Optimization exercise on an open flow, not production practice. RTL: at most simulated, not proved equivalent. Function not checked: runs 3 to 5. Power: default activity.

**flow/config.mk**
```make
export PLATFORM = sky130hd
export DESIGN_NAME = bdm_codec
export DESIGN_NICKNAME = bdm_codec
export VERILOG_FILES = /design/flow/design.v
export SDC_FILE = /design/flow/constraint.sdc
export NUM_CORES = 4
export LEC_CHECK = 0
export ABC_AREA = 1
export CAP_MARGIN = 20
export CORE_MARGIN = 2
export CORE_UTILIZATION = 40
export CTS_BUF_LIST = sky130_fd_sc_hd__clkbuf_16
export CTS_CLUSTER_DIAMETER = 80
export CTS_CLUSTER_SIZE = 20
export PLACE_DENSITY = 0.75
export SETUP_SLACK_MARGIN = 3.55
export SLEW_MARGIN = 20
```
**flow/constraint.sdc**
```tcl
create_clock -name core_clock -period 6.0 [get_ports {clk}]
set_input_delay 1.2000 -clock core_clock [delete_from_list [all_inputs] [get_ports {clk}]]
set_output_delay 1.2000 -clock core_clock [all_outputs]
set_load 0.01 [all_outputs]
```
**flow/design.v**
```verilog
module bdm_codec (
    input  wire         clk,
    input  wire         rst,
    input  wire         req_valid,
    output wire         req_ready,
    input  wire [7:0]   req,
    input  wire [7:0]   p0,
    input  wire [7:0]   p1,
    input  wire [39:0]  hdr,
    input  wire [8:0]   din_len,
    input  wire         din_valid,
    output wire         din_ready,
    input  wire [7:0]   din_data,
    output wire         dout_valid,
    input  wire         dout_ready,
    output wire [7:0]   dout_data,
    output wire         dout_last,
    output wire         done,
    output wire [3:0]   st,
    output wire [2:0]   cls,
    output wire [7:0]   rb,
    output wire         rf,
    output wire [7:0]   opc,
    output wire [7:0]   ctl,
    output wire [7:0]   len,
    output wire [191:0] fld,
    output wire [7:0]   fv
);
    localparam [3:0] ST_OK        = 4'h0,
                     ST_EMPTY     = 4'h1,
                     ST_TRUNC     = 4'h2,
                     ST_CHECKSUM  = 4'h3,
                     ST_LENGTH    = 4'h4,
                     ST_UNEXP_OPC = 4'h5,
                     ST_PAY_SHORT = 4'h6,
                     ST_TOO_LONG  = 4'h7,
                     ST_ILL_OP    = 4'h8,
                     ST_ILL_ENT   = 4'h9;
    reg         rr;          
    reg         dr;          
    reg         dv;          
    reg         dl;          
    reg  [7:0]  dd;          
    reg         dn;          
    reg         k_din;       
    reg         k_enc_hdr;   
    reg         k_enc_dat;   
    reg         k_enc_cs;    
    reg         k_build;     
    reg         skv;         
    reg         k_clr;       
    reg         k_csum;
    reg         k_verify;
    reg         k_frame;     
    reg         k_pget;      
    reg         k_ser;       
    reg         k_xsel;      
    reg  [3:0]  ent;
    reg  [8:0]  rem;         
    reg         lastf;       
    reg  [4:0]  c;           
    reg  [3:0]  cb;          
    reg  [7:0]  m;           
    reg  [7:0]  x;           
    reg  [7:0]  acc;
    reg         f_trunc;     
    reg         f_len;       
    reg         f_pshort;    
    reg         f_opc;       
    reg  [7:0]  r_ctl;
    reg  [7:0]  r_opc;
    reg  [7:0]  bn [0:2];
    reg  [7:0]  b [3:13];
    reg  [3:0]  st_q;
    reg         cs_bad;      
    reg  [2:0]  cls_q;
    reg         rf_q;
    reg  [7:0]  gfn;         
    wire [15:0] eh = 16'd1 << ent;           
    wire [7:0] e_grp = {eh[11], eh[10], eh[9], eh[8], eh[6], eh[4], eh[2], eh[0]};
    wire [7:0] e_wop = ({8{eh[0]}}  & 8'h19) | ({8{eh[1]}}  & 8'h18) |
                       ({8{eh[2]}}  & 8'hAD) | ({8{eh[3]}}  & 8'hAC) |
                       ({8{eh[4]}}  & 8'h45) | ({8{eh[5]}}  & 8'h44) |
                       ({8{eh[6]}}  & 8'h3B) | ({8{eh[7]}}  & 8'h3A) |
                       ({8{eh[8]}}  & 8'h33) | ({8{eh[9]}}  & 8'h2F) |
                       ({8{eh[10]}} & 8'h85) | ({8{eh[11]}} & 8'h15);
    wire [7:0] e_minl = eh[2] ? 8'd4 : eh[8] ? 8'd5 : eh[11] ? 8'd16 : 8'd3;
    wire e_get = (e_grp != 8'h00);
    wire e_src = (ent == 4'h3);
    wire [3:0] rop = req[3:0];
    wire [3:0] ren = req[7:4];
    wire rdy  = !(k_din || k_enc_hdr || k_enc_dat || k_enc_cs || k_build || k_clr || dv);
    wire take = req_valid && rdy;
    wire op_din   = (rop == 4'h1) || (rop == 4'h2) || (rop == 4'h3) ||
                    (rop == 4'h5) || (rop == 4'h7);
    wire ill_op   = (rop == 4'h0) || (rop > 4'h9);
    wire ill_ent  = ((rop == 4'h6) || (rop == 4'h7)) && (ren > 4'hB);
    wire too_long = (op_din && (din_len > 9'd261)) || ((rop == 4'h4) && (din_len > 9'd255));
    wire n_zero   = (din_len == 9'd0);
    wire frame_op = (rop == 4'h5) || (rop == 4'h7);
    wire r_get    = (ren == 4'h0) || (ren == 4'h2) || (ren == 4'h4) || (ren == 4'h6) ||
                    (ren == 4'h8) || (ren == 4'h9) || (ren == 4'hA) || (ren == 4'hB);
    reg [3:0] st_take;
    reg [2:0] cls_take;
    always @(*) begin
        if (ill_op)                              begin st_take = ST_ILL_OP;   cls_take = 3'd4; end
        else if (ill_ent)                        begin st_take = ST_ILL_ENT;  cls_take = 3'd4; end
        else if (too_long)                       begin st_take = ST_TOO_LONG; cls_take = 3'd4; end
        else if (frame_op && n_zero)             begin st_take = ST_EMPTY;    cls_take = 3'd1; end
        else                                     begin st_take = ST_OK;       cls_take = 3'd0; end
    end
    wire fail_take = ill_op || ill_ent || too_long;
    wire go_din    = op_din && !fail_take && !n_zero;
    wire go_enc    = (rop == 4'h4) && !too_long;
    wire go_build  = (rop == 4'h6) && !ill_ent;
    wire zero_len  = !(go_din || go_enc || go_build);
    wire [7:0] acc_fed = acc ^ p0;
    wire din_fire = din_valid && dr;
    wire adv      = !dv || dout_ready;               
    wire out_end  = dv && dout_ready && dl;          
    wire [4:0] c1 = (c == 5'd31) ? c : c + 5'd1;
    wire [3:0] cb1 = cb + 4'd1;
    reg  [7:0] bbyte;
    always @(*) begin
        case (cb)
            4'd1:    bbyte = 8'h01;
            4'd5:    bbyte = e_src ? 8'h07 : (e_get ? 8'h03 : 8'h04);
            4'd6:    bbyte = 8'h01;
            4'd7:    bbyte = e_wop;
            4'd8:    bbyte = e_get ? 8'h00 : r_ctl;
            4'd9:    bbyte = e_src ? r_opc : 8'h00;
            4'd10:   bbyte = e_src ? 8'h01 : 8'h00;
            default: bbyte = 8'h00;
        endcase
    end
    wire b_cs = (cb == (e_src ? 4'd13 : (e_get ? 4'd9 : 4'd10)));
    reg  [7:0] hbyte;
    always @(*) begin
        case (cb[1:0])
            2'd1:    hbyte = ~bn[0];
            2'd2:    hbyte = ~bn[1];
            2'd3:    hbyte = ~bn[2];
            default: hbyte = r_ctl;
        endcase
    end
    wire [7:0] x_cs = x ^ (dv ? dd : 8'h00);
    wire cs_ok  = (x == din_data);
    wire pre_ok = !f_trunc && !f_len && !f_opc && !f_pshort;
    wire [7:0] rem2 = rem[7:0] - 8'd2;
    wire fin_ok = pre_ok && cs_ok;
    reg [3:0] st_fin;
    reg [2:0] cls_fin;
    always @(*) begin
        if (f_trunc)          begin st_fin = ST_TRUNC;     cls_fin = 3'd1; end
        else if (cs_bad)      begin st_fin = ST_CHECKSUM;  cls_fin = 3'd2; end
        else if (f_len)       begin st_fin = ST_LENGTH;    cls_fin = 3'd1; end
        else if (f_opc)       begin st_fin = ST_UNEXP_OPC; cls_fin = 3'd3; end
        else if (f_pshort)    begin st_fin = ST_PAY_SHORT; cls_fin = 3'd3; end
        else                  begin st_fin = ST_OK;        cls_fin = 3'd0; end
    end
    wire din_end = k_din && din_fire && lastf;       
    wire fail_end = din_end && k_frame && !fin_ok;
    wire [7:0] bz   = din_data & {8{k_din}};
    wire       bclr = rdy || k_clr;
    always @(posedge clk) begin
        st_q   <= rdy ? st_take : k_clr ? st_fin : ST_OK;
        cls_q  <= rdy ? cls_take : k_clr ? cls_fin : 3'd0;
        cs_bad <= !cs_ok;
        rf_q  <= k_din && lastf && k_verify && cs_ok;
        gfn   <= ~((k_din && lastf && k_pget && fin_ok) ? e_grp : 8'h00);
    end
    wire skid_out = k_enc_dat && skv && adv;                 
    always @(posedge clk) begin
        if (rst) begin
            rr        <= 1'b1;
            dr        <= 1'b0;
            dv        <= 1'b0;
            dn        <= 1'b0;
            k_din     <= 1'b0;
            k_enc_hdr <= 1'b0;
            k_enc_dat <= 1'b0;
            k_enc_cs  <= 1'b0;
            k_build   <= 1'b0;
            skv       <= 1'b0;
            k_clr     <= 1'b0;
            acc       <= 8'h00;
        end else begin
            dn    <= 1'b0;
            k_clr <= fail_end;
            if (take) begin
                rr        <= zero_len;
                dn        <= zero_len;
                dr        <= go_din;
                k_din     <= go_din;
                k_enc_hdr <= go_enc;
                k_build   <= go_build;
                dv        <= go_enc || go_build;
                if (rop == 4'h8) acc <= 8'h00;
                if (rop == 4'h9) acc <= acc_fed;
            end
            if (din_end) begin
                dr    <= 1'b0;
                k_din <= 1'b0;
                if (!fail_end) begin
                    dn <= 1'b1;
                    rr <= 1'b1;
                end
            end
            if (k_clr) begin
                dn <= 1'b1;
                rr <= 1'b1;
            end
            if (k_enc_hdr && adv && cb == 4'd4) begin
                k_enc_hdr <= 1'b0;
                if (rem == 9'd0) begin
                    k_enc_cs <= 1'b1;
                end else begin
                    k_enc_dat <= 1'b1;
                    dr        <= 1'b1;
                end
            end
            if (k_enc_dat) begin
                if (din_fire) begin
                    if (adv) begin
                        dv <= 1'b1;
                    end else begin
                        skv <= 1'b1;
                        dr  <= 1'b0;
                    end
                    if (lastf) begin
                        dr <= 1'b0;
                        if (adv) begin
                            k_enc_dat <= 1'b0;
                            k_enc_cs  <= 1'b1;
                        end
                    end
                end else if (skv && adv) begin
                    dv  <= 1'b1;
                    skv <= 1'b0;
                    if (rem == 9'd0) begin
                        k_enc_dat <= 1'b0;
                        k_enc_cs  <= 1'b1;
                    end else begin
                        dr <= 1'b1;
                    end
                end else if (adv) begin
                    dv <= 1'b0;
                end
            end
            if (k_enc_cs && adv) begin
                dv       <= 1'b1;
                k_enc_cs <= 1'b0;
            end
            if (k_build && adv && b_cs)
                k_build <= 1'b0;
            if (out_end) begin
                dv <= 1'b0;
                dn <= 1'b1;
                rr <= 1'b1;
            end
        end
    end
    wire dd_rdy  = rdy;                                           
    wire dd_hdr  = k_enc_hdr && adv;                              
    wire dd_din  = k_enc_dat && !skv && adv;
    wire dd_skid = skid_out;                                      
    wire dd_cs   = (k_enc_cs || (k_build && b_cs)) && adv;        
    wire dd_bld  = k_build && !b_cs && adv;                       
    wire [7:0] dd_nx = ({8{dd_rdy}}  & (rop[1] ? 8'hA6 : hdr[7:0])) |
                       ({8{dd_hdr}}  & hbyte) |
                       ({8{dd_din}}  & din_data) |
                       ({8{dd_skid}} & r_opc) |
                       ({8{dd_cs}}   & x_cs) |
                       ({8{dd_bld}}  & bbyte);
    always @(posedge clk)
        if (dd_rdy || dd_hdr || dd_din || dd_skid || dd_cs || dd_bld)
            dd <= dd_nx;
    integer i;
    always @(posedge clk) begin
        if (rdy) begin
            k_csum   <= (rop == 4'h2);
            k_verify <= (rop == 4'h3);
            k_frame  <= frame_op;
            k_pget   <= (rop == 4'h7) && r_get;
            k_ser    <= (rop == 4'h7) && (ren == 4'hB);
            k_xsel   <= (rop == 4'h1) || (rop == 4'h2);
            ent      <= ren;
            rem      <= din_len;
            lastf    <= (din_len == 9'd1);
            m        <= 8'h00;
            c        <= 5'd0;
            cb       <= 4'd1;
            dl       <= 1'b0;
            x        <= (rop == 4'h9) ? acc_fed : 8'h00;
            f_trunc  <= frame_op && (din_len < 9'd7);
            f_len    <= 1'b0;
            f_pshort <= 1'b0;
            f_opc    <= 1'b0;
            bn[0]    <= ~hdr[15:8];
            bn[1]    <= ~hdr[23:16];
            bn[2]    <= ~hdr[31:24];
            r_ctl    <= go_enc ? hdr[39:32] : go_build ? p0 : 8'h00;
            r_opc    <= go_build ? p1 : 8'h00;
        end
        for (i = 3; i < 14; i = i + 1)
            if (bclr || (k_din && k_ser && c == i + 7))
                b[i] <= bz;
        if (k_din && din_fire) begin
            c     <= c1;
            rem   <= rem - 9'd1;
            lastf <= (rem == 9'd2);
            if (!lastf)       x <= x ^ din_data;
            else if (!k_xsel) x <= 8'h00;
            else if (!k_csum) x <= x ^ din_data;
        end
        if (k_din) begin
            if (c == 5'd4) begin
                f_len    <= (din_data < 8'd2) || (din_data != rem2);
                f_pshort <= k_pget && (din_data < e_minl);
                if (k_frame) m <= din_data;
            end
            if (c == 5'd6) f_opc <= k_pget && (din_data != e_wop);
            if (c == 5'd5 && k_frame) r_ctl <= din_data;
            if (c == 5'd6 && k_frame) r_opc <= din_data;
            if (c == 5'd7) bn[0]  <= ~din_data;
            if (c == 5'd8) bn[1]  <= ~din_data;
            if (c == 5'd9) bn[2]  <= ~din_data;
        end
        if (k_enc_hdr && adv)
            cb <= cb1;
        if (k_enc_dat && din_fire) begin
            rem   <= rem - 9'd1;
            lastf <= (rem == 9'd2);
        end
        if (k_enc_dat && !skv && !adv) r_opc <= din_data;
        if (k_enc_cs && adv)
            dl <= 1'b1;
        if (k_build && adv) begin
            cb <= cb1;
            if (b_cs) dl <= 1'b1;
        end
        if ((k_enc_hdr || k_enc_dat || k_enc_cs || k_build || dl) && dv && dout_ready)
            x <= x_cs;
        if (k_clr) begin
            r_ctl <= 8'h00;
            r_opc <= 8'h00;
            m     <= 8'h00;
        end
        if (out_end) begin
            r_ctl <= 8'h00;
            r_opc <= 8'h00;
        end
    end
    assign req_ready  = rr;
    assign din_ready  = dr;
    assign dout_valid = dv;
    assign dout_data  = dd;
    assign dout_last  = dl;
    assign done       = dn;
    assign st         = st_q;
    assign cls        = cls_q;
    assign rb         = x;
    assign rf         = rf_q;
    assign opc        = r_opc;
    assign ctl        = r_ctl;
    assign len        = m;
    assign fv         = ~gfn;
    assign fld[  7:  0] = ~(bn[0] | {8{gfn[0]}});                
    assign fld[ 15:  8] = ~(bn[0] | {8{gfn[1]}});                
    assign fld[ 23: 16] = ~(bn[1] | {8{gfn[1]}});                
    assign fld[ 31: 24] = ~(bn[0] | {8{gfn[2]}});                
    assign fld[ 39: 32] = {6'd0, ~(bn[0][1:0] | {2{gfn[3]}})};   
    assign fld[ 47: 40] = ~(bn[0] | {8{gfn[4]}});                
    assign fld[ 55: 48] = ~(bn[1] | {8{gfn[4]}});                
    assign fld[ 63: 56] = ~(bn[2] | {8{gfn[4]}});                
    assign fld[ 71: 64] = ~(bn[0] | {8{gfn[5]}});                
    assign fld[ 79: 72] = ~(bn[0] | {8{gfn[6]}});                
    assign fld[ 87: 80] = ~(bn[0] | {8{gfn[7]}});                
    assign fld[ 95: 88] = ~(bn[1] | {8{gfn[7]}});                
    assign fld[103: 96] = ~(bn[2] | {8{gfn[7]}});                
    genvar g;
    generate
        for (g = 3; g < 14; g = g + 1) begin : g_ser
            assign fld[80 + 8*g +: 8] = b[g];                    
        end
    endgenerate
endmodule
```
**flow/flow/run.sh**
```bash
#!/bin/bash
set -euo pipefail
export BUFFER_PORTS_ARGS="-buffer_cell sky130_fd_sc_hd__buf_1"
bash standard.sh > standard.log 2>&1
```
**flow/standard.sh**
```bash
#!/bin/bash
# synth_recipe.tcl (not shown) runs the flow's synth.tcl, then flattens the netlist and writes it again
# the make line also repeats each setting of config.mk as NAME=value (left out here)
make -C /OpenROAD-flow-scripts/flow DESIGN_CONFIG=/design/flow/config.mk WORK_HOME=/design/flow/orfs CLKGATE_MAP_FILE= SYNTH_SCRIPT=/design/flow/synth_recipe.tcl "${@:-finish}"
```
==> flow_summary.yaml, run 1 <==
status:
  status: "no timing/DRC/antenna violations"
global_routing:
  use_met2_pct: 41.0
  antenna_found_initial: 2
  met1_usage_pct: 33.0
  use_met3_pct: 4.00
  grt_max_degree: 64
  grt_use_total_pct: 24.9
  first_global_vias: 9467
  grt_overflow: 0
  grt_pass1_wl_microns: 55300
  busiest_layer: "met2"
clock_network:
  cts_made_buffers: 15
  path_clk_slew_ns: 0.09
  clockBufferDepth: 3
  cts_root_buf: "clkbuf_16"
  cts_tree: "yes"
  cts_hold_buf: 0
  insertion_delay_ns: 0.50
  htree_levels: 1
  cts.sinks: 222
synthesis:
  synth_area_sq_um: 11200
  ys_seq_elements: 222
  synth_cells: 1336
  yosysTopAreaCell: "edfxtp_1"
  syn_area_per_cell_sq_um: 8.37
  ys_seq_area_share_pct: 51.0
  synth-edff-count: 126
  synth_top_cell_area_share_pct: 33.8
  synthTopCellsByArea: "edfxtp_1 34%, dfxtp_1 17%, nand2_1 7.6%, nor2_1 6.1%, inv_1 5.3%"
  async_reset_ff_share_pct: 0
  synth-main-ff-cell: "edfxtp_1"
  synth_cell_types: 61
  yosysWarnings: 3
pwr:
  leakagePower_nw: 5.57
  ir_worst_vdd_mv: 0.160
  fin_total_pwr_mw: 3.43
  power_density_nw_per_um2: 255
die:
  die_area_sq_um: 29300
  fp.dieH_microns: 171
  ios: 339
  core-area_sq_um: 27600
  start_util_pct: 40.5
  rows: 61
  dieWidth_microns: 171
placement:
  port-buffer-count: 332
  dp_slack_ns: 2.85
  dp_hpwl_microns: 29400
  placedCellCount: 1992
  routabilityCongestion: 0.981
worst_setup_path:
  arrival_ns: 1.32
  start_kind: "register"
  startpoint: "gfn[7]"
  critPathCapture: "fld[90]"
  crit_type: "register to primary output"
  critical_path_required_ns: 4.80
  r2r_cells: 8
  regToRegSetupSlack_ns: 3.64
  end_kind: "primary output"
  reg2reg_from: "k_din"
  worstReg2RegEnd: "dd[7]"
  path_max_fanout: 13
sta:
  layout_setup_ws_ns: 3.48
  setup_viol: 0
  min_period_over_period_pct: 42.0
  period_needed_ns: 2.52
  worstMarginPinSlew_ns: 0.796
  whs_ns: 0.476
  slew_viol_final: 0
  rsz0062_at_grt: "yes"
  fmax_ghz: 0.397
  skew_ns: 0.0188
  hold_viol_final: 0
  slew_headroom_pct: 46.6
  finalSetupTns_ns: 0
final_layout:
  finalNetCount: 1743
  drive_gt1_share_pct: 10.1
  diodes: 0
  area_delta_synth_final_pct: 20.4
  instances_no_fill: 2026
route:
  ant_nets: 0
  routed_via_density: 5.34
  drt-initial-drc-count: 1146
  postRouteWirelength_microns: 39300
  vias: 10800
  wl_per_cell_microns: 19.4
  drc: 0
  dr.pass1.iters: 7
hold_path:
  hp-start: "acc[6]"
  hold_path_class: "register to register"
flow_run:
  cap_violations: 0
sequential cells by signal, indices dropped and copies added, names as in the netlist, 3 cells and up:
signal  count
acc         8
b          88
bn         24
c           5
cb          4
cls_q       3
dd          8
ent         4
gfn         8
m           8
r_ctl       8
r_opc       8
rem         9
st_q        4
x           8
power breakdown:
| part | internal (mW) | leakage, nW | switching [mW] |
|---|---|---|---|
| combinational | 0.162 | 3.09 | 0.366 |
| sequential | 1.75 | 2.22 | 0.125 |
| clock | 0.491 | 0.251 | 0.530 |
| total | 2.41 | 5.57 | 1.02 |
timing repair:
action	in CTS	in global routing
gates resized for setup	34	122
pin swaps	0	2
setup buffers	1	6
setup endpoints to repair	222	123
how the worst min path moves through the flow:
stage,to,slack [ns],cells past startpoint
6_report,acc[6],0.48,2
3_5_place_dp,acc[6],0.46,2
3_3_place_gp,acc[6],0.45,2
2_1_floorplan,acc[2],0.44,2
5_1_grt,acc[6],0.51,2
4_1_cts,acc[6],0.48,2
cells by family (layout without fill, tap and decap cells):
kind of cell	after synthesis	after routing	synth area share, %
simple gates	539	539	20.8
compound gates	286	286	14.9
buf+inv	234	541	8.39
flops	222	222	51.0
xor+xnor	36	36	2.82
fa+ha+maj	18	18	2.01
other cells	1	6	0.0335
metal layers:
metal,routed length [microns],vias to the layer above,part of all wire [%]
li1,-,5074,-
met1,16100,5011,41
met2,18300,615,47
met3,3300,109,8.4
met4,1510,4,3.9
met5,30,-,0.076
layout by cell type, fill, tap and decap left out, types with 9 or more instances in the layout:
master / instances
inv_2: 10
buf_1: 281
a21oi_1: 68
edfxtp_1: 126
o21ai_1: 11
nor2_1: 162
ha_1: 18
nor2_2: 23
a31oi_1: 16
nor3_1: 17
xor2_1: 28
dfxtp_2: 15
clkbuf_16: 16
o21ai_0: 109
o22ai_1: 27
clkbuf_2: 9
nand2_1: 226
o211ai_1: 17
nand3_1: 73
buf_2: 42
dfxtp_1: 76
inv_1: 166
layout make-up:
class | count | area (sq um)
fill | 2688 | 14200
sequential | 222 | 5740
multi-input combinational | 885 | 4670
clock buffer | 16 | 400
clock inverter | 10 | 55.1
timing repair buffer | 344 | 1480
tap | 378 | 473
inverter | 171 | 646
critical path, cell delays in order (launching register included):
cell	delay, ns
dfxtp_4	0.37
buf_12	0.15
nor2_1	0.13
buf_1	0.16
through the flow:
| stage | utilization, % | instance area [sq um] |
|---|---|---|
| 2_1_floorplan | - | 11200 |
| 3_3_place_gp | 45.8 | 12700 |
| 3_5_place_dp | 45.8 | 12700 |
| 4_1_cts | 47.7 | 13200 |
| 5_1_grt | 48.7 | 13500 |
| 6_report | 48.7 | 13500 |
cell usage after synthesis (3+ instances only):
library cell    n
a211oi_1        3
a21oi_1        69
a31oi_1        16
buf_2          17
buf_4           8
clkbuf_1       34
dfxtp_1        96
edfxtp_1      126
ha_1           18
inv_1         159
inv_2          10
nand2_1       226
nand2_2         5
nand3_1        75
nand4_1         6
nor2_1        181
nor2_2          8
nor3_1         17
nor4_1          4
o211ai_1       17
o21ai_0       117
o21ai_1         3
o221ai_1        4
o22ai_1        27
o31ai_1         8
xnor2_1         8
xor2_1         28
Testbench counts, summed over its fixed seeds: cycles 26,864.
==> run 2: changes to the inputs <==
--- a/flow/config.mk
+++ b/flow/config.mk
@@ -13,5 +13,5 @@
 export CTS_CLUSTER_DIAMETER = 80
 export CTS_CLUSTER_SIZE = 20
 export PLACE_DENSITY = 0.75
-export SETUP_SLACK_MARGIN = 3.55
+export SETUP_SLACK_MARGIN = 3.5
 export SLEW_MARGIN = 20
==> flow_summary.yaml, run 2 <==
sta:
  whs_ns: 0.474
  min_period_over_period_pct: 41.4
  setup_viol: 0
  finalSetupTns_ns: 0
  skew_ns: 0.0147
  layout_setup_ws_ns: 3.51
  rsz0062_at_grt: "yes"
  worstMarginPinSlew_ns: 0.790
  hold_viol_final: 0
  slew_viol_final: 0
  fmax_ghz: 0.402
  slew_headroom_pct: 47.0
  period_needed_ns: 2.49
status:
  status: "no timing/DRC/antenna violations"
synthesis:
  ys_seq_elements: 222
  ys_seq_area_share_pct: 51.0
  synthTopCellsByArea: "edfxtp_1 34%, dfxtp_1 17%, nand2_1 7.6%, nor2_1 6.1%, inv_1 5.3%"
  synth-main-ff-cell: "edfxtp_1"
  synth-edff-count: 126
  synth_area_sq_um: 11200
  synth_most_common_cell: "nand2_1"
  synth_top_cell_area_share_pct: 33.8
  synth_cells: 1336
  synth_cell_types: 61
  syn_area_per_cell_sq_um: 8.37
  yosys-top-cells-count: "226 x nand2_1, 181 x nor2_1, 159 x inv_1"
  yosysTopAreaCell: "edfxtp_1"
  async_reset_ff_share_pct: 0
  yosysWarnings: 3
final_layout:
  area_delta_synth_final_pct: 18.2
  largest_reg_flops: 88
  largest-register: "b"
  final_common_cell: "buf_1"
  final_cell_mix: "320 x buf_1, 226 x nand2_1, 177 x nor2_1"
  instances_no_fill: 2021
  finalNetCount: 1738
  diodes: 0
  reg_top3: "b (88), bn (24), rem (9)"
  drive_gt1_share_pct: 6.15
route:
  routed_via_density: 5.30
  drt-initial-drc-count: 1151
  drc: 0
  postRouteWirelength_microns: 38600
  wl_per_cell_microns: 19.1
  vias: 10700
  dr.pass1.iters: 6
  ant_nets: 0
global_routing:
  grt_max_degree: 64
  first_global_vias: 9452
  grt_use_total_pct: 24.8
  antenna_found_initial: 2
  grt_pass1_wl_microns: 55200
  grt_overflow: 0
placement:
  dp_slack_ns: 2.85
  routabilityCongestion: 0.981
  dp_hpwl_microns: 29400
  port-buffer-count: 332
  placedCellCount: 1992
die:
  start_util_pct: 40.5
  rows: 61
  dieWidth_microns: 171
  ios: 339
  fp.dieH_microns: 171
  core-area_sq_um: 27600
  die_area_sq_um: 29300
worst_setup_path:
  end_kind: "primary output"
  crit_slowest_cell: "dfxtp_4"
  arrival_ns: 1.29
  critical_path_required_ns: 4.80
  path_max_fanout: 25
  crit_type: "register to primary output"
  start_kind: "register"
  slowest_delay_ns: 0.53
  path_cells: "nor2_1, clkbuf_2"
pwr:
  intPower_mw: 2.40
  p_sw_share_pct: 29.6
  leakagePower_nw: 5.34
  p_seq_share_pct: 54.9
  ir_worst_vdd_mv: 0.160
  p_clk_share_pct: 29.8
  power_density_nw_per_um2: 259
  p_sw_mw: 1.01
  pwr-share-comb_pct: 15.4
  fin_total_pwr_mw: 3.42
clock_network:
  insertion_delay_ns: 0.50
  htree_levels: 1
  cts.sinks: 222
  clockBufferDepth: 3
  cts_tree: "yes"
  cts_root_buf: "clkbuf_16"
  path_clk_slew_ns: 0.09
  cts_made_buffers: 15
hold_path:
  hold_path_class: "register to register"
flow_run:
  cap_violations: 0
[run 2: cell counts after synthesis]
Identical to the previous run, type by type.
[run 2: final timing paths]
check	startpoint	endpoint	slack [ns]	cells after the start
worst max-delay path	gfn[4]	fld[47]	3.51	2
worst min-delay path	acc[1]	acc[1]	0.47	2
worst max register to register	k_din	dd[7]	3.70	8
worst min register to register	acc[1]	acc[1]	0.47	2
[run 2: layout make-up]
cell class                 count  area, sq um
clock buffer                  16          400
clock inverter                10         55.1
fill                        2714        14400
inverter                     171          646
multi-input combinational    885         4590
sequential                   222         5730
tap                          378          473
timing repair buffer         339         1320
[run 2: routing by layer]
layer | vias up | global-route usage, % | part of all wire, %
li1 | 5056 | - | -
met1 | 4978 | 33.0 | 41
met2 | 587 | 41.0 | 47
met3 | 88 | 3.91 | 8.6
met4 | 4 | 9.10 | 3.3
met5 | - | 0 | 0.078
[run 2: kinds of logic (layout without fill, tap and decap cells)]
group,Yosys count,count (layout),share of synthesized area [%]
flip-flops,222,222,51.0
other,1,6,0.0335
adder cells (fa/ha/maj),18,18,2.01
buffers and inverters,234,536,8.39
XOR/XNOR,36,36,2.82
AO/OA/AOI/OAI,286,286,14.9
AND/OR/NAND/NOR,539,539,20.8
[run 2: worst max-delay path, delay by kind of cell (launching register included)]
kind	cells	cell delay [ns]
buffers and inverters	1	0.16
AND/OR/NAND/NOR	1	0.08
flip-flops	1	0.53
[run 2: stage by stage]
step	cell area (sq um)	utilization [%]
after CTS	13200	47.6
after global placement	12700	45.8
after floorplan	11200	-
after global routing	13200	47.8
final	13200	47.8
after detailed placement	12700	45.8
[run 2: power groups by stage]
stage               Combinational (mW)  Clock [mW]  Sequential (mW)
floorplan                        0.301           0             1.89
global placement                 0.502           0             1.91
detailed placement               0.509           0             1.91
CTS                              0.515        1.03             1.87
global route                     0.581        1.08             1.89
finish                           0.525        1.02             1.87
[run 2: repair_timing]
item	in CTS	in global routing
hold buffers	0	0
pin swaps	0	0
setup buffers	0	2
setup endpoints to repair	191	77
resized for setup	30	14
==> run 3: changes to the inputs <==
--- a/flow/design.v
+++ b/flow/design.v
@@ -134,15 +134,7 @@
         endcase
     end
     wire b_cs = (cb == (e_src ? 4'd13 : (e_get ? 4'd9 : 4'd10)));
-    reg  [7:0] hbyte;
-    always @(*) begin
-        case (cb[1:0])
-            2'd1:    hbyte = ~bn[0];
-            2'd2:    hbyte = ~bn[1];
-            2'd3:    hbyte = ~bn[2];
-            default: hbyte = r_ctl;
-        endcase
-    end
+    wire [7:0] hbyte = ~bn[0];
     wire [7:0] x_cs = x ^ (dv ? dd : 8'h00);
     wire cs_ok  = (x == din_data);
     wire pre_ok = !f_trunc && !f_len && !f_opc && !f_pshort;
@@ -326,8 +318,12 @@
             if (c == 5'd8) bn[1]  <= ~din_data;
             if (c == 5'd9) bn[2]  <= ~din_data;
         end
-        if (k_enc_hdr && adv)
-            cb <= cb1;
+        if (k_enc_hdr && adv) begin
+            cb    <= cb1;
+            bn[0] <= bn[1];
+            bn[1] <= bn[2];
+            bn[2] <= ~r_ctl;
+        end
         if (k_enc_dat && din_fire) begin
             rem   <= rem - 9'd1;
             lastf <= (rem == 9'd2);
==> flow_summary.yaml, run 3 <==
pwr:
  ir_worst_vdd_mv: 0.168
  power_density_nw_per_um2: 265
  leakagePower_nw: 5.35
synthesis:
  ys_seq_elements: 222
  yosysWarnings: 3
  async_reset_ff_share_pct: 0
  synth_most_common_cell: "nand2_1"
  synth_cells: 1309
  yosysTopAreaCell: "edfxtp_1"
  synth_area_sq_um: 11000
  ys_seq_area_share_pct: 51.9
  synthTopCellsByArea: "edfxtp_1 34%, dfxtp_1 17%, nand2_1 8.5%, nor2_1 6.3%, o21ai_0 5.9%"
  synth_cell_types: 55
  syn_area_per_cell_sq_um: 8.40
  synth-edff-count: 126
  synth_top_cell_area_share_pct: 34.4
  synth-main-ff-cell: "edfxtp_1"
  yosys-top-cells-count: "250 x nand2_1, 184 x nor2_1, 130 x o21ai_0"
sta:
  finalSetupTns_ns: 0
  whs_ns: 0.473
  slew_headroom_pct: 56.5
  fmax_ghz: 0.400
  skew_ns: 0.0227
  hold_viol_final: 0
  worstMarginPinSlew_ns: 0.650
  setup_viol: 0
  rsz0062_at_grt: "yes"
  layout_setup_ws_ns: 3.50
  period_needed_ns: 2.50
  min_period_over_period_pct: 41.7
  slew_viol_final: 0
die:
  rows: 60
  start_util_pct: 40.8
  core-area_sq_um: 27000
  fp.dieH_microns: 170
  dieWidth_microns: 170
  ios: 339
  die_area_sq_um: 28800
worst_setup_path:
  critPathCapture: "fld[63]"
  critical_path_required_ns: 4.80
  reg2reg_from: "k_clr"
  arrival_ns: 1.30
  start_kind: "register"
  r2r_cells: 6
  startpoint: "gfn[4]"
  regToRegSetupSlack_ns: 3.70
  worstReg2RegEnd: "b[13][1]"
  end_kind: "primary output"
  crit_type: "register to primary output"
  path_max_fanout: 25
route:
  drc: 0
  drt-initial-drc-count: 1154
  wl_per_cell_microns: 19.7
  postRouteWirelength_microns: 38900
  dr.pass1.iters: 5
  ant_nets: 0
  routed_via_density: 5.39
  vias: 10700
final_layout:
  area_delta_synth_final_pct: 20.4
  final_common_cell: "buf_1"
  drive_gt1_share_pct: 7.29
  reg_top3: "b (88), bn (24), rem (9)"
  largest_reg_flops: 88
  finalNetCount: 1725
  stdcell_area_sq_um: 13200
  largest-register: "b"
  final_cell_mix: "316 x buf_1, 250 x nand2_1, 181 x nor2_1"
clock_network:
  cts_tree: "yes"
  clockBufferDepth: 3
  insertion_delay_ns: 0.51
  cts_made_buffers: 17
  cts_hold_buf: 0
  htree_levels: 1
  cts_root_buf: "clkbuf_16"
  path_clk_slew_ns: 0.08
  cts.sinks: 222
flow_run:
  cap_violations: 0
global_routing:
  grt_use_total_pct: 25.9
  grt_max_degree: 59
  grt_pass1_wl_microns: 56900
  first_global_vias: 9599
  antenna_found_initial: 2
  grt_overflow: 0
status:
  status: "no timing/DRC/antenna violations"
placement:
  routabilityCongestion: 1.02
  dp_slack_ns: 2.75
  dp_hpwl_microns: 28600
  port-buffer-count: 332
  placed_area_sq_um: 12500
hold_path:
  hold_path_class: "register to register"
## run 3: changes by cell type in the layout (fill, tap and decap cells not counted), sizes merged, moves of 7 or more
cell    before  now
o21ai      123  134
a211oi       3   11
buf        335  342
nand2      231  253
nand3       77   47
clkbuf      20   29
o22ai       27    4
a21oi       72   88
inv        177  146
## run 3: power breakdown
part           switching [mW]  internal [mW]
clock                   0.584          0.542
combinational           0.347          0.155
sequential              0.128           1.75
## run 3: through the flow
step	utilization [%]	power [mW]	cells
2_1_floorplan	-	2.16	1314
3_3_place_gp	46.4	2.38	1935
3_5_place_dp	46.4	2.39	1935
4_1_cts	48.6	3.51	1967
5_1_grt	49.1	3.63	1975
6_report	49.1	3.51	1975
## run 3: how the worst min path moves through the flow
| stage | from | endpoint | slack (ns) | cells after the start |
|---|---|---|---|---|
| after global routing | acc[2] | acc[2] | 0.50 | 2 |
| after floorplan | skv | skv | 0.44 | 2 |
| after global placement | acc[6] | acc[6] | 0.45 | 2 |
| after CTS | acc[6] | acc[6] | 0.48 | 2 |
| after detailed placement | skv | skv | 0.46 | 2 |
| final | acc[4] | acc[4] | 0.47 | 2 |
## run 3: area by class of cell
cell class                 count  area [sq um]
fill                        2573         13700
sequential                   222          5740
multi-input combinational    888          4560
timing repair buffer         355          1470
inverter                     137           520
tap                          341           427
clock buffer                  17           425
clock inverter                13          95.1
timing repair inverter         1          5.00
antenna                        1          2.50
## run 3: logic make-up after synthesis
group / share of synthesized area (%)
adders and majority gates: 1.93
xor gates and xnor gates: 2.87
other: 0.0341
DFF: 51.9
and+or+nand+nor: 19.9
AOI/OAI and AO/OA: 15.8
buffers and inverters: 7.60
## run 3: routing by layer
| layer | routed length (microns) | global-route usage [%] | part of all wire (%) | vias up |
|---|---|---|---|---|
| met4 | 971 | 7.43 | 2.5 | 2 |
| li1 | - | - | - | 5030 |
| met3 | 3490 | 3.86 | 9.0 | 77 |
| met5 | 13 | 0 | 0.033 | - |
| met2 | 18300 | 43.5 | 47 | 622 |
| met1 | 16100 | 34.9 | 41 | 4924 |
## run 3: repair_timing
item,in CTS,in global routing
resized for setup,26,29
hold endpoints to repair,0,0
buffers inserted,0,7
cloned,2,0
pin swaps,1,2
setup endpoints to repair,179,145
## run 3: critical path, cell delays in order, from the launching register on
cell	delay, ns
dfxtp_4	0.54
nor2_1	0.09
buf_1	0.14
==> run 4: changes to the inputs <==
--- a/flow/design.v
+++ b/flow/design.v
@@ -134,7 +134,15 @@
         endcase
     end
     wire b_cs = (cb == (e_src ? 4'd13 : (e_get ? 4'd9 : 4'd10)));
-    wire [7:0] hbyte = ~bn[0];
+    reg  [7:0] hbyte;
+    always @(*) begin
+        case (cb[1:0])
+            2'd1:    hbyte = ~bn[0];
+            2'd2:    hbyte = ~bn[1];
+            2'd3:    hbyte = ~bn[2];
+            default: hbyte = r_ctl;
+        endcase
+    end
     wire [7:0] x_cs = x ^ (dv ? dd : 8'h00);
     wire cs_ok  = (x == din_data);
     wire pre_ok = !f_trunc && !f_len && !f_opc && !f_pshort;
@@ -270,12 +278,12 @@
     integer i;
     always @(posedge clk) begin
         if (rdy) begin
-            k_csum   <= (rop == 4'h2);
-            k_verify <= (rop == 4'h3);
-            k_frame  <= frame_op;
-            k_pget   <= (rop == 4'h7) && r_get;
-            k_ser    <= (rop == 4'h7) && (ren == 4'hB);
-            k_xsel   <= (rop == 4'h1) || (rop == 4'h2);
+            k_csum   <= rop[1] && !rop[0];                   
+            k_verify <= rop[1] && rop[0] && !rop[2];         
+            k_frame  <= rop[2];                              
+            k_pget   <= rop[2] && rop[1] && r_get;           
+            k_ser    <= rop[2] && rop[1] && (ren == 4'hB);   
+            k_xsel   <= !rop[2] && (rop[1] != rop[0]);       
             ent      <= ren;
             rem      <= din_len;
             lastf    <= (din_len == 9'd1);
@@ -284,7 +292,7 @@
             cb       <= 4'd1;
             dl       <= 1'b0;
             x        <= (rop == 4'h9) ? acc_fed : 8'h00;
-            f_trunc  <= frame_op && (din_len < 9'd7);
+            f_trunc  <= rop[2] && (din_len < 9'd7);
             f_len    <= 1'b0;
             f_pshort <= 1'b0;
             f_opc    <= 1'b0;
@@ -318,12 +326,8 @@
             if (c == 5'd8) bn[1]  <= ~din_data;
             if (c == 5'd9) bn[2]  <= ~din_data;
         end
-        if (k_enc_hdr && adv) begin
-            cb    <= cb1;
-            bn[0] <= bn[1];
-            bn[1] <= bn[2];
-            bn[2] <= ~r_ctl;
-        end
+        if (k_enc_hdr && adv)
+            cb <= cb1;
         if (k_enc_dat && din_fire) begin
             rem   <= rem - 9'd1;
             lastf <= (rem == 9'd2);
--- a/flow/config.mk
+++ b/flow/config.mk
@@ -12,6 +12,6 @@
 export CTS_BUF_LIST = sky130_fd_sc_hd__clkbuf_16
 export CTS_CLUSTER_DIAMETER = 80
 export CTS_CLUSTER_SIZE = 20
-export PLACE_DENSITY = 0.75
+export PLACE_DENSITY = 0.7
 export SETUP_SLACK_MARGIN = 3.5
 export SLEW_MARGIN = 20
==> flow_summary.yaml, run 4 <==
final_layout:
  drive_gt1_share_pct: 7.75
  diodes: 0
  instances_no_fill: 2056
  area_delta_synth_final_pct: 18.6
  reg_top3: "b (88), bn (24), rem (9)"
  largest-register: "b"
  finalNetCount: 1777
  final_common_cell: "buf_1"
  final_cell_mix: "329 x buf_1, 240 x nand2_1, 179 x nor2_1"
  largest_reg_flops: 88
worst_setup_path:
  end_kind: "primary output"
  start_kind: "register"
  arrival_ns: 1.27
  crit_type: "register to primary output"
  critical_path_required_ns: 4.80
  path_max_fanout: 25
die:
  rows: 61
  dieWidth_microns: 173
  core-area_sq_um: 27900
  die_area_sq_um: 29800
  start_util_pct: 40.8
  fp.dieH_microns: 173
  ios: 339
global_routing:
  busiest_layer: "met2"
  met1_usage_pct: 34.0
  grt_pass1_wl_microns: 57700
  use_met3_pct: 2.62
  use_met2_pct: 40.1
  grt_max_degree: 59
  antenna_found_initial: 0
  grt_use_total_pct: 24.4
  grt_overflow: 0
  first_global_vias: 9932
synthesis:
  async_reset_ff_share_pct: 0
  ys_seq_area_share_pct: 50.2
  synth_top_cell_area_share_pct: 33.3
  synth_area_sq_um: 11400
  synth_cell_types: 56
  ys_seq_elements: 222
  yosysTopAreaCell: "edfxtp_1"
  synth-main-ff-cell: "edfxtp_1"
  synthTopCellsByArea: "edfxtp_1 33%, dfxtp_1 17%, nand2_1 7.9%, nor2_1 5.9%, inv_1 5.0%"
  synth_most_common_cell: "nand2_1"
  yosysWarnings: 3
  yosys-top-cells-count: "240 x nand2_1, 180 x nor2_1, 153 x inv_1"
  synth_cells: 1359
  synth-edff-count: 126
  syn_area_per_cell_sq_um: 8.37
pwr:
  leakagePower_nw: 5.46
  power_density_nw_per_um2: 259
  fin_total_pwr_mw: 3.50
  ir_worst_vdd_mv: 0.158
hold_path:
  hold_path_class: "register to register"
route:
  routed_via_density: 5.25
  drc: 0
  ant_nets: 0
  dr.pass1.iters: 5
  postRouteWirelength_microns: 38100
  drt-initial-drc-count: 1213
  wl_per_cell_microns: 18.5
  vias: 10800
placement:
  dp_hpwl_microns: 28500
  port-buffer-count: 332
  routabilityCongestion: 0.986
  placedCellCount: 2027
clock_network:
  cts.sinks: 222
  cts_tree: "yes"
  clockBufferDepth: 3
  path_clk_slew_ns: 0.09
  cts_made_buffers: 16
  cts_root_buf: "clkbuf_16"
  cts_hold_buf: 0
  htree_levels: 1
  insertion_delay_ns: 0.51
sta:
  finalSetupTns_ns: 0
  hold_viol_final: 0
  slew_viol_final: 0
  rsz0062_at_grt: "yes"
  skew_ns: 0.0217
  fmax_ghz: 0.404
  worstMarginPinSlew_ns: 1.02
  setup_viol: 0
  period_needed_ns: 2.47
  slew_headroom_pct: 31.0
  min_period_over_period_pct: 41.2
status:
  status: "no timing/DRC/antenna violations"
flow_run:
  cap_violations: 0
## run 4: cell count changes after synthesis, sizes merged, moves of 5 or more
cell,previous run,this run
a211oi,11,4
ha,17,23
a21oi,88,69
o22ai,4,19
nand2,253,245
clkbuf,34,26
o221ai,1,6
inv,135,175
nor2,190,196
nand3,47,62
o211ai,19,24
## run 4: cell type report
type	count	area, sq um
clock buffers	17	425
clock inverters	11	71.3
fillers	2723	14400
inverters	177	669
multi-input cells	901	4720
flip-flops and latches	222	5740
well taps	378	473
repair buffers	350	1400
## run 4: worst paths after layout
path                            slack [ns]    from  endpoint  depth (start not counted)
worst min register to register        0.47  acc[1]    acc[1]                          2
worst min-delay path                  0.47  acc[1]    acc[1]                          2
worst max register to register        3.67   k_din      c[0]                          6
worst max-delay path                  3.53  gfn[7]   fld[90]                          2
## run 4: logic make-up (layout without fill, tap and decap cells)
kind of cell	after synthesis	count (layout)	share of synthesized area, %
AOI/OAI and AO/OA	291	291	15.1
xor gates and xnor gates	34	34	2.62
adders and majority gates	23	23	2.53
buffers and inverters	241	555	8.71
DFF	222	222	50.2
other	1	6	0.0330
and+or+nand+nor	547	547	20.8
## run 4: stage by stage
step	area, sq um	setup WS, ns	hold WS, ns	utilization [%]
floorplan	11400	3.52	0.443	-
global placement	12900	2.81	0.453	46.4
detailed placement	12900	2.74	0.462	46.4
CTS	13500	3.50	0.473	48.3
global route	13500	3.47	0.497	48.4
finish	13500	3.53	0.472	48.4
## run 4: power by group
part / switching (mW) / internal, mW
sequential: 0.110 / 1.75
clock: 0.564 / 0.528
combinational: 0.377 / 0.169
total: 1.05 / 2.45
## run 4: layer usage
| metal | part of all wire (%) | up-vias |
|---|---|---|
| met5 | 0 | - |
| met4 | 2.7 | 0 |
| met3 | 7.6 | 74 |
| met2 | 46 | 526 |
| met1 | 43 | 5046 |
| li1 | - | 5143 |
## run 4: timing repair
item | CTS | global route
pin swaps | 0 | 2
endpoints found under the setup margin | 200 | 189
resized for setup | 20 | 17
setup buffers | 0 | 1
## run 4: critical path, cell delays in order (launching register included)
cell and delay, ns:
dfxtp_4 0.53, nor2_1 0.08, buf_1 0.14
==> run 5: changes to the inputs <==
--- a/flow/design.v
+++ b/flow/design.v
@@ -169,7 +169,6 @@
         rf_q  <= k_din && lastf && k_verify && cs_ok;
         gfn   <= ~((k_din && lastf && k_pget && fin_ok) ? e_grp : 8'h00);
     end
-    wire skid_out = k_enc_dat && skv && adv;                 
     always @(posedge clk) begin
         if (rst) begin
             rr        <= 1'b1;
@@ -260,30 +259,29 @@
             end
         end
     end
-    wire dd_rdy  = rdy;                                           
-    wire dd_hdr  = k_enc_hdr && adv;                              
-    wire dd_din  = k_enc_dat && !skv && adv;
-    wire dd_skid = skid_out;                                      
-    wire dd_cs   = (k_enc_cs || (k_build && b_cs)) && adv;        
-    wire dd_bld  = k_build && !b_cs && adv;                       
-    wire [7:0] dd_nx = ({8{dd_rdy}}  & (rop[1] ? 8'hA6 : hdr[7:0])) |
+    wire dd_hdr  = k_enc_hdr;                                     
+    wire dd_din  = k_enc_dat && !skv;
+    wire dd_skid = k_enc_dat && skv;                              
+    wire dd_cs   = k_enc_cs || (k_build && b_cs);                 
+    wire dd_bld  = k_build && !b_cs;                              
+    wire [7:0] dd_nx = ({8{rdy}}     & (rop[1] ? 8'hA6 : hdr[7:0])) |
                        ({8{dd_hdr}}  & hbyte) |
                        ({8{dd_din}}  & din_data) |
                        ({8{dd_skid}} & r_opc) |
                        ({8{dd_cs}}   & x_cs) |
                        ({8{dd_bld}}  & bbyte);
     always @(posedge clk)
-        if (dd_rdy || dd_hdr || dd_din || dd_skid || dd_cs || dd_bld)
+        if (rdy || ((k_enc_hdr || k_enc_dat || k_enc_cs || k_build) && adv))
             dd <= dd_nx;
     integer i;
     always @(posedge clk) begin
         if (rdy) begin
-            k_csum   <= rop[1] && !rop[0];                   
-            k_verify <= rop[1] && rop[0] && !rop[2];         
-            k_frame  <= rop[2];                              
-            k_pget   <= rop[2] && rop[1] && r_get;           
-            k_ser    <= rop[2] && rop[1] && (ren == 4'hB);   
-            k_xsel   <= !rop[2] && (rop[1] != rop[0]);       
+            k_csum   <= (rop == 4'h2);
+            k_verify <= (rop == 4'h3);
+            k_frame  <= frame_op;
+            k_pget   <= (rop == 4'h7) && r_get;
+            k_ser    <= (rop == 4'h7) && (ren == 4'hB);
+            k_xsel   <= (rop == 4'h1) || (rop == 4'h2);
             ent      <= ren;
             rem      <= din_len;
             lastf    <= (din_len == 9'd1);
@@ -292,7 +290,7 @@
             cb       <= 4'd1;
             dl       <= 1'b0;
             x        <= (rop == 4'h9) ? acc_fed : 8'h00;
-            f_trunc  <= rop[2] && (din_len < 9'd7);
+            f_trunc  <= frame_op && (din_len < 9'd7);
             f_len    <= 1'b0;
             f_pshort <= 1'b0;
             f_opc    <= 1'b0;
--- a/flow/config.mk
+++ b/flow/config.mk
@@ -12,6 +12,6 @@
 export CTS_BUF_LIST = sky130_fd_sc_hd__clkbuf_16
 export CTS_CLUSTER_DIAMETER = 80
 export CTS_CLUSTER_SIZE = 20
-export PLACE_DENSITY = 0.7
+export PLACE_DENSITY = 0.75
 export SETUP_SLACK_MARGIN = 3.5
 export SLEW_MARGIN = 20
==> flow_summary.yaml, run 5 <==
global_routing:
  grt_pass1_wl_microns: 57200
  grt_use_total_pct: 25.9
  first_global_vias: 9493
  antenna_found_initial: 0
  grt_max_degree: 86
  grt_overflow: 0
sta:
  finalSetupTns_ns: 0
  fmax_ghz: 0.398
  setup_viol: 0
  slew_viol_final: 0
  slew_headroom_pct: 43.5
  hold_viol_final: 0
  rsz0062_at_grt: "yes"
  worstMarginPinSlew_ns: 0.842
  period_needed_ns: 2.51
  skew_ns: 0.0171
  whs_ns: 0.480
  min_period_over_period_pct: 41.9
synthesis:
  ys_seq_elements: 222
  synth-main-ff-cell: "edfxtp_1"
  synth-edff-count: 126
  synth_cell_types: 52
  synthTopCellsByArea: "edfxtp_1 34%, dfxtp_1 17%, nand2_1 8.0%, nor2_1 6.1%, o21ai_0 5.0%"
  ys_seq_area_share_pct: 51.3
  yosysWarnings: 3
  synth_cells: 1314
  yosysTopAreaCell: "edfxtp_1"
  synth_top_cell_area_share_pct: 34.0
  synth_most_common_cell: "nand2_1"
  syn_area_per_cell_sq_um: 8.46
  async_reset_ff_share_pct: 0
  synth_area_sq_um: 11100
  yosys-top-cells-count: "238 x nand2_1, 180 x nor2_1, 147 x inv_1"
pwr:
  leakagePower_nw: 5.22
  power_density_nw_per_um2: 259
  ir_worst_vdd_mv: 0.141
worst_setup_path:
  start_kind: "register"
  path_max_fanout: 4
  arrival_ns: 1.31
  crit_slowest_cell: "dfxtp_1"
  crit_buf_inv: 1
  path_cells: "buf_1"
  cp_top_family: "flip-flops"
  critical_path_required_ns: 4.80
  slowest_delay_ns: 0.61
  end_kind: "primary output"
  regToRegSetupSlack_ns: 3.56
  crit_type: "register to primary output"
clock_network:
  cts_made_buffers: 15
  clockBufferDepth: 3
  htree_levels: 1
  cts_root_buf: "clkbuf_16"
  path_clk_slew_ns: 0.09
  post_cts.repair.setup_buffers: 0
  cts.sinks: 222
  cts_tree: "yes"
  insertion_delay_ns: 0.50
route:
  vias: 10700
  wl_per_cell_microns: 19.8
  wl_met3_microns: 4290
  met1_length_microns: 16100
  dr.pass1.iters: 5
  drt-initial-drc-count: 1214
  dr.max_layer_used: "met4"
  postRouteWirelength_microns: 39600
  routed_via_density: 5.34
  ant_nets: 0
  drc: 0
  wl_met2_microns: 17900
placement:
  port-buffer-count: 332
  placed_area_sq_um: 12600
  dp_hpwl_microns: 30300
  routabilityCongestion: 1.02
die:
  core-area_sq_um: 27600
  fp.dieH_microns: 171
  die_area_sq_um: 29200
  start_util_pct: 40.4
  dieWidth_microns: 171
  ios: 339
  rows: 61
final_layout:
  diodes: 0
  drive_gt1_share_pct: 7.02
  final_common_cell: "buf_1"
  largest_reg_flops: 88
  area_delta_synth_final_pct: 18.4
  largest-register: "b"
  final_cell_mix: "328 x buf_1, 238 x nand2_1, 175 x nor2_1"
  finalNetCount: 1718
  reg_top3: "b (88), bn (24), rem (9)"
  num-fill-cells: 2669
  stdcell_area_sq_um: 13200
hold_path:
  hold_path_class: "register to register"
flow_run:
  cap_violations: 0
status:
  status: "no timing/DRC/antenna violations"
[run 5: through the flow]
| stage | cells | util, % | worst slack [ns] | power, mW |
|---|---|---|---|---|
| floorplan | 1319 | - | 3.57 | 2.20 |
| global placement | 1973 | 45.7 | 2.86 | 2.43 |
| detailed placement | 1974 | 45.8 | 2.82 | 2.44 |
| CTS | 2000 | 47.5 | 3.42 | 3.41 |
| global route | 2001 | 47.8 | 3.49 | 3.54 |
| finish | 2001 | 47.8 | 3.49 | 3.41 |
[run 5: cells by family after synthesis]
logic type	share of synthesized area, %
AOI/OAI and AO/OA	14.6
and+or+nand+nor	20.9
other	0.0337
xor gates and xnor gates	2.91
adders and majority gates	2.03
buffers and inverters	8.29
DFF	51.3
[run 5: path summary, 6_finish.rpt]
check | startpoint | to | depth (start not counted)
max | r_ctl[1] | ctl[1] | 1
min | acc[0] | acc[0] | 2
max reg2reg | k_enc_hdr | dd[0] | 8
min reg2reg | acc[0] | acc[0] | 2
[run 5: layer usage]
layer	up-vias	GRT usage [%]
li1	4984	-
met1	4963	35.3
met2	663	41.1
met3	71	5.11
met4	0	9.22
met5	-	0
[run 5: cell type report]
type | count | area, sq um | area share (%)
inverter | 160 | 609 | 4.63
timing repair buffer | 341 | 1330 | 10.1
clock inverter | 11 | 52.6 | 0.399
clock buffer | 15 | 375 | 2.85
multi-input combinational | 874 | 4590 | 34.9
sequential | 222 | 5740 | 43.5
tap | 378 | 473 | 3.59
[run 5: repair_timing]
item                       CTS  global route
setup endpoints to repair  215           162
gates resized for setup     30            24
pin swaps                    0             0
hold buffers                 0             0
[run 5: where the power goes]
| group | switching [mW] | leakage [nW] | internal (mW) | total [mW] |
|---|---|---|---|---|
| clock | 0.525 | 0.225 | 0.462 | 0.987 |
| sequential | 0.119 | 2.22 | 1.76 | 1.87 |
| combinational | 0.383 | 2.77 | 0.163 | 0.546 |
==> run 6: changes to the inputs <==
--- a/flow/design.v
+++ b/flow/design.v
@@ -285,11 +285,9 @@
             ent      <= ren;
             rem      <= din_len;
             lastf    <= (din_len == 9'd1);
-            m        <= 8'h00;
             c        <= 5'd0;
             cb       <= 4'd1;
             dl       <= 1'b0;
-            x        <= (rop == 4'h9) ? acc_fed : 8'h00;
             f_trunc  <= frame_op && (din_len < 9'd7);
             f_len    <= 1'b0;
             f_pshort <= 1'b0;
@@ -297,8 +295,6 @@
             bn[0]    <= ~hdr[15:8];
             bn[1]    <= ~hdr[23:16];
             bn[2]    <= ~hdr[31:24];
-            r_ctl    <= go_enc ? hdr[39:32] : go_build ? p0 : 8'h00;
-            r_opc    <= go_build ? p1 : 8'h00;
         end
         for (i = 3; i < 14; i = i + 1)
             if (bclr || (k_din && k_ser && c == i + 7))
@@ -307,19 +303,13 @@
             c     <= c1;
             rem   <= rem - 9'd1;
             lastf <= (rem == 9'd2);
-            if (!lastf)       x <= x ^ din_data;
-            else if (!k_xsel) x <= 8'h00;
-            else if (!k_csum) x <= x ^ din_data;
         end
         if (k_din) begin
             if (c == 5'd4) begin
                 f_len    <= (din_data < 8'd2) || (din_data != rem2);
                 f_pshort <= k_pget && (din_data < e_minl);
-                if (k_frame) m <= din_data;
             end
             if (c == 5'd6) f_opc <= k_pget && (din_data != e_wop);
-            if (c == 5'd5 && k_frame) r_ctl <= din_data;
-            if (c == 5'd6 && k_frame) r_opc <= din_data;
             if (c == 5'd7) bn[0]  <= ~din_data;
             if (c == 5'd8) bn[1]  <= ~din_data;
             if (c == 5'd9) bn[2]  <= ~din_data;
@@ -330,24 +320,28 @@
             rem   <= rem - 9'd1;
             lastf <= (rem == 9'd2);
         end
-        if (k_enc_dat && !skv && !adv) r_opc <= din_data;
         if (k_enc_cs && adv)
             dl <= 1'b1;
         if (k_build && adv) begin
             cb <= cb1;
             if (b_cs) dl <= 1'b1;
         end
-        if ((k_enc_hdr || k_enc_dat || k_enc_cs || k_build || dl) && dv && dout_ready)
-            x <= x_cs;
-        if (k_clr) begin
-            r_ctl <= 8'h00;
-            r_opc <= 8'h00;
-            m     <= 8'h00;
-        end
-        if (out_end) begin
-            r_ctl <= 8'h00;
-            r_opc <= 8'h00;
-        end
+    end
+    wire [7:0] x_nx = rdy   ? ((rop == 4'h9) ? acc_fed : 8'h00) :
+                      k_din ? ((lastf && !k_xsel) ? 8'h00 : x ^ din_data) :
+                              x_cs;
+    always @(posedge clk)
+        if (rdy || (k_din && din_fire && !(lastf && k_csum)) ||
+            ((k_enc_hdr || k_enc_dat || k_enc_cs || k_build || dl) && dv && dout_ready))
+            x <= x_nx;
+    wire [7:0] dz0 = (k_din || k_enc_dat) ? din_data : 8'h00;
+    always @(posedge clk) begin
+        if (rdy || (k_din && k_frame && c == 5'd5) || k_clr || out_end)
+            r_ctl <= rdy ? (go_enc ? hdr[39:32] : go_build ? p0 : 8'h00) : dz0;
+        if (rdy || (k_din && k_frame && c == 5'd6) || (k_enc_dat && !skv && !adv) || k_clr || out_end)
+            r_opc <= rdy ? (go_build ? p1 : 8'h00) : dz0;
+        if (rdy || (k_din && k_frame && c == 5'd4) || k_clr)
+            m     <= rdy ? 8'h00 : dz0;
     end
     assign req_ready  = rr;
     assign din_ready  = dr;
--- a/flow/config.mk
+++ b/flow/config.mk
@@ -12,6 +12,6 @@
 export CTS_BUF_LIST = sky130_fd_sc_hd__clkbuf_16
 export CTS_CLUSTER_DIAMETER = 80
 export CTS_CLUSTER_SIZE = 20
-export PLACE_DENSITY = 0.75
+export PLACE_DENSITY = 0.7
 export SETUP_SLACK_MARGIN = 3.5
 export SLEW_MARGIN = 20
==> flow_summary.yaml, run 6 <==
route:
  drt-initial-drc-count: 986
  vias: 10200
  routed_via_density: 5.37
  ant_nets: 0
  wl_per_cell_microns: 19.5
  dr.pass1.iters: 6
  drc: 0
  postRouteWirelength_microns: 37000
pwr:
  ir_worst_vdd_mv: 0.154
  leakagePower_nw: 5.36
  power_density_nw_per_um2: 278
  fin_total_pwr_mw: 3.66
final_layout:
  finalNetCount: 1647
  reg_top3: "b (88), bn (24), rem (9)"
  instances_no_fill: 1897
  final_common_cell: "buf_1"
  largest-register: "b"
  area_delta_synth_final_pct: 20.3
  final_cell_mix: "321 x buf_1, 218 x nand2_1, 178 x nor2_1"
  drive_gt1_share_pct: 7.34
  largest_reg_flops: 88
die:
  dieWidth_microns: 169
  start_util_pct: 40.6
  core-area_sq_um: 27000
  rows: 60
  ios: 339
  fp.dieH_microns: 169
  die_area_sq_um: 28700
clock_network:
  cts_hold_buf: 0
  cts_root_buf: "clkbuf_16"
  insertion_delay_ns: 0.51
  clockBufferDepth: 3
  htree_levels: 1
  cts_made_buffers: 17
  cts_tree: "yes"
  cts.sinks: 222
  path_clk_slew_ns: 0.09
sta:
  period_needed_ns: 2.51
  fmax_ghz: 0.398
  slew_headroom_pct: 41.3
  slew_viol_final: 0
  skew_ns: 0.0234
  finalSetupTns_ns: 0
  worstMarginPinSlew_ns: 0.879
  hold_viol_final: 0
  setup_viol: 0
  min_period_over_period_pct: 41.8
  rsz0062_at_grt: "yes"
synthesis:
  yosys-top-cells-count: "218 x nand2_1, 182 x nor2_1, 158 x edfxtp_1"
  synth_area_sq_um: 11000
  synth_cells: 1227
  ys_seq_elements: 222
  synth-main-ff-cell: "edfxtp_1"
  synthTopCellsByArea: "edfxtp_1 43%, dfxtp_1 12%, nand2_1 7.5%, nor2_1 6.2%, inv_1 4.7%"
  yosysTopAreaCell: "edfxtp_1"
  synth-edff-count: 158
  synth_most_common_cell: "nand2_1"
  ys_seq_area_share_pct: 55.0
  async_reset_ff_share_pct: 0
  yosysWarnings: 3
  synth_cell_types: 51
  syn_area_per_cell_sq_um: 8.93
  synth_top_cell_area_share_pct: 43.3
worst_setup_path:
  regToRegSetupSlack_ns: 3.57
  arrival_ns: 1.31
  path_max_fanout: 3
  end_kind: "primary output"
  crit_type: "register to primary output"
  critical_path_required_ns: 4.80
  start_kind: "register"
status:
  status: "no timing/DRC/antenna violations"
global_routing:
  grt_use_total_pct: 24.3
  antenna_found_initial: 2
  grt_overflow: 0
  first_global_vias: 9084
  grt_pass1_wl_microns: 52900
  grt_max_degree: 74
placement:
  dp_hpwl_microns: 27700
  placedCellCount: 1859
  routabilityCongestion: 0.987
  port-buffer-count: 332
flow_run:
  cap_violations: 0
hold_path:
  hold_path_class: "register to register"
==> run 6: changes by cell type in the layout (fill, tap and decap cells not counted), moves of 7 or more <==
cell / delta
inv_1: -11
nor3_1: -11
o21ai_0: -13
a32o_1: +7
a21oi_1: +10
edfxtp_1: +32
buf_4: +7
a31oi_1: -9
nand2_1: -20
o211ai_1: -18
dfxtp_1: -31
nand4_1: +10
buf_1: -7
o31ai_1: -7
==> run 6: area by class of cell <==
class | instances | area [sq um]
Antenna cell | 2 | 5.00
Clock buffer | 17 | 425
Clock inverter | 13 | 123
Fill cell | 2549 | 13800
Inverter | 144 | 544
Multi-Input combinational cell | 810 | 4190
Sequential cell | 222 | 6060
Tap cell | 341 | 427
Timing Repair Buffer | 348 | 1410
==> run 6: kinds of logic (layout without fill, tap and decap cells) <==
family          count (synthesis)  count (layout)  synth area share, %
simple gates                  515             515                 19.9
compound gates                235             235                 12.7
flops                         222             222                 55.0
buf+inv                       200             522                 7.46
xor+xnor                       36              36                 2.88
fa+ha+maj                      18              18                 2.06
other cells                     1               8               0.0342
==> run 6: metrics by stage <==
step / area (sq um) / hold WS (ns) / setup WS [ns] / util [%]
floorplan: 11000 / 0.450 / 3.56 / -
global placement: 12500 / 0.457 / 2.82 / 46.2
detailed placement: 12500 / 0.467 / 2.70 / 46.2
CTS: 13100 / 0.481 / 3.50 / 48.5
global route: 13200 / 0.493 / 3.40 / 48.9
finish: 13200 / 0.478 / 3.49 / 48.9
==> run 6: routing by layer <==
| metal | up-vias | track usage (%) | part of all wire [%] |
|---|---|---|---|
| met4 | 0 | 7.69 | 2.4 |
| met5 | - | 0 | 0 |
| met1 | 4765 | 32.3 | 42 |
| li1 | 4775 | - | - |
| met2 | 588 | 40.1 | 47 |
| met3 | 68 | 4.99 | 9.0 |
==> run 6: where the power goes <==
part,switching [mW],internal (mW)
clock,0.578,0.583
sequential,0.136,1.81
combinational,0.390,0.168
==> run 6: timing repair <==
action,4_1_cts,5_1_grt
cloned,0,0
setup endpoints to repair,245,119
setup buffers,0,6
resized for setup,37,18
hold endpoints to repair,0,0
pin swaps,0,1
==> run 6: path summary, 6_finish.rpt <==
path / depth (start not counted) / from / to
setup reg to reg: 8 / k_enc_hdr / b[12][0]
hold / removal: 2 / acc[4] / acc[4]
setup / recovery: 3 / gfn[7] / fld[95]
hold reg to reg: 2 / acc[4] / acc[4]
==> run 6: worst max-delay path: stages (launching register included) <==
cell and delay (ns):
dfxtp_4 0.37, buf_4 0.15, nor2_1 0.10, buf_1 0.18
Testbench counts of run 6, summed over its fixed seeds: cycles 26,864.
==> run 7: changes to the inputs <==
--- a/flow/config.mk
+++ b/flow/config.mk
@@ -12,6 +12,6 @@
 export CTS_BUF_LIST = sky130_fd_sc_hd__clkbuf_16
 export CTS_CLUSTER_DIAMETER = 80
 export CTS_CLUSTER_SIZE = 20
-export PLACE_DENSITY = 0.7
+export PLACE_DENSITY = 0.75
 export SETUP_SLACK_MARGIN = 3.5
 export SLEW_MARGIN = 20
==> flow_summary.yaml, run 7 <==
final_layout:
  final_common_cell: "buf_1"
  finalNetCount: 1639
  largest-register: "b"
  area_delta_synth_final_pct: 18.3
  drive_gt1_share_pct: 6.09
  largest_reg_flops: 88
  num-fill-cells: 2585
  final_cell_mix: "324 x buf_1, 218 x nand2_1, 179 x nor2_1"
  reg_top3: "b (88), bn (24), rem (9)"
synthesis:
  syn_area_per_cell_sq_um: 8.93
  synth_most_common_cell: "nand2_1"
  synthTopCellsByArea: "edfxtp_1 43%, dfxtp_1 12%, nand2_1 7.5%, nor2_1 6.2%, inv_1 4.7%"
  yosysWarnings: 3
  ys_seq_elements: 222
  yosys-top-cells-count: "218 x nand2_1, 182 x nor2_1, 158 x edfxtp_1"
  ys_seq_area_share_pct: 55.0
  synth-main-ff-cell: "edfxtp_1"
  synth_top_cell_area_share_pct: 43.3
  synth-edff-count: 158
  yosysTopAreaCell: "edfxtp_1"
  synth_area_sq_um: 11000
  synth_cell_types: 51
  synth_cells: 1227
  async_reset_ff_share_pct: 0
global_routing:
  grt_pass1_wl_microns: 55400
  grt_overflow: 0
  grt_max_degree: 73
  antenna_found_initial: 1
  grt_use_total_pct: 25.3
  first_global_vias: 9308
worst_setup_path:
  critical_path_required_ns: 4.80
  reg2reg_from: "k_enc_hdr"
  end_kind: "primary output"
  crit_type: "register to primary output"
  crit_slowest_cell: "dfxtp_2"
  cp_top_family: "flip-flops"
  slowest_delay_ns: 0.55
  path_cells: "nor2_1, buf_1"
  path_max_fanout: 17
  arrival_ns: 1.28
  start_kind: "register"
  startpoint: "gfn[1]"
  crit_buf_inv: 1
die:
  die_area_sq_um: 28700
  rows: 60
  start_util_pct: 40.6
  dieWidth_microns: 169
  fp.dieH_microns: 169
  ios: 339
  core-area_sq_um: 27000
clock_network:
  cts_hold_buf: 0
  cts_made_buffers: 15
  path_clk_slew_ns: 0.09
  cts.sinks: 222
  insertion_delay_ns: 0.50
  htree_levels: 1
  clockBufferDepth: 3
  cts_tree: "yes"
  cts_root_buf: "clkbuf_16"
sta:
  hold_viol_final: 0
  fmax_ghz: 0.404
  slew_headroom_pct: 24.9
  rsz0062_at_grt: "yes"
  finalSetupTns_ns: 0
  period_needed_ns: 2.48
  skew_ns: 0.0264
  min_period_over_period_pct: 41.3
  slew_viol_final: 0
  setup_viol: 0
  whs_ns: 0.479
  worstMarginPinSlew_ns: 1.11
pwr:
  fin_total_pwr_mw: 3.50
  power_density_nw_per_um2: 270
  ir_worst_vdd_mv: 0.152
  leakagePower_nw: 5.26
status:
  status: "no timing/DRC/antenna violations"
route:
  drt-initial-drc-count: 1006
  dr.pass1.iters: 5
  vias: 10300
  wl_per_cell_microns: 20.0
  routed_via_density: 5.44
  drc: 0
  postRouteWirelength_microns: 37800
  ant_nets: 0
placement:
  dp_hpwl_microns: 28800
  port-buffer-count: 332
  routabilityCongestion: 0.984
hold_path:
  hold_path_class: "register to register"
  hp-start: "acc[6]"
flow_run:
  cap_violations: 0
run 7: cell counts after synthesis:
Identical to the previous run, type by type.
run 7: metrics by stage:
step	utilization [%]	area (sq um)	setup slack, ns	instances
after detailed placement	46.2	12400	2.89	1857
after CTS	48.0	12900	3.50	1883
final	48.1	13000	3.52	1886
after floorplan	-	11000	3.56	1232
after global placement	46.1	12400	3.03	1857
after global routing	48.1	13000	3.44	1886
run 7: repair_timing:
action | CTS | global route
resized for setup | 31 | 8
pin swaps | 0 | 1
hold endpoints to repair | 0 | 0
buffers inserted | 0 | 2
setup endpoints to repair | 185 | 67
run 7: report_power, final:
part	switching (mW)	internal, mW
Clock	0.530	0.467
Sequential	0.145	1.81
Combinational	0.388	0.167
run 7: logic make-up (layout without fill, tap and decap cells):
family | count (synthesis) | after routing | synth area share (%)
simple gates | 515 | 515 | 19.9
compound gates | 235 | 235 | 12.7
flops | 222 | 222 | 55.0
buf+inv | 200 | 512 | 7.46
xor+xnor | 36 | 36 | 2.88
fa+ha+maj | 18 | 18 | 2.06
other cells | 1 | 7 | 0.0342
run 7: metal layers:
layer / part of all wire, % / wire length, microns / GRT usage (%) / vias up
met5: 0 / 0 / 0 / -
met4: 3.0 / 1120 / 8.62 / 0
met3: 8.9 / 3380 / 2.99 / 75
met2: 47 / 17600 / 41.8 / 636
met1: 41 / 15700 / 34.6 / 4794
li1: - / - / - / 4757
run 7: final cells by class:
type / count / area [sq um] / share of cell area, %
Sequential cell: 222 / 6050 / 46.7
Clock inverter: 11 / 58.8 / 0.454
Antenna cell: 1 / 2.50 / 0.0193
Clock buffer: 15 / 375 / 2.90
Multi-Input combinational cell: 810 / 4170 / 32.2
Tap cell: 341 / 427 / 3.29
Inverter: 144 / 541 / 4.17
Timing Repair Buffer: 342 / 1340 / 10.3
run 7: final timing paths:
check	to	slack, ns	cells after the start
setup / recovery	fld[22]	3.52	2
hold / removal	acc[6]	0.48	2
setup reg to reg	dd[5]	3.64	6
hold reg to reg	acc[6]	0.48	2
run 7: worst min-delay path, cell delays in order, from the launching register on:
cell	delay, ns
dfxtp_1	0.33
nand2_1	0.06
a21oi_1	0.05
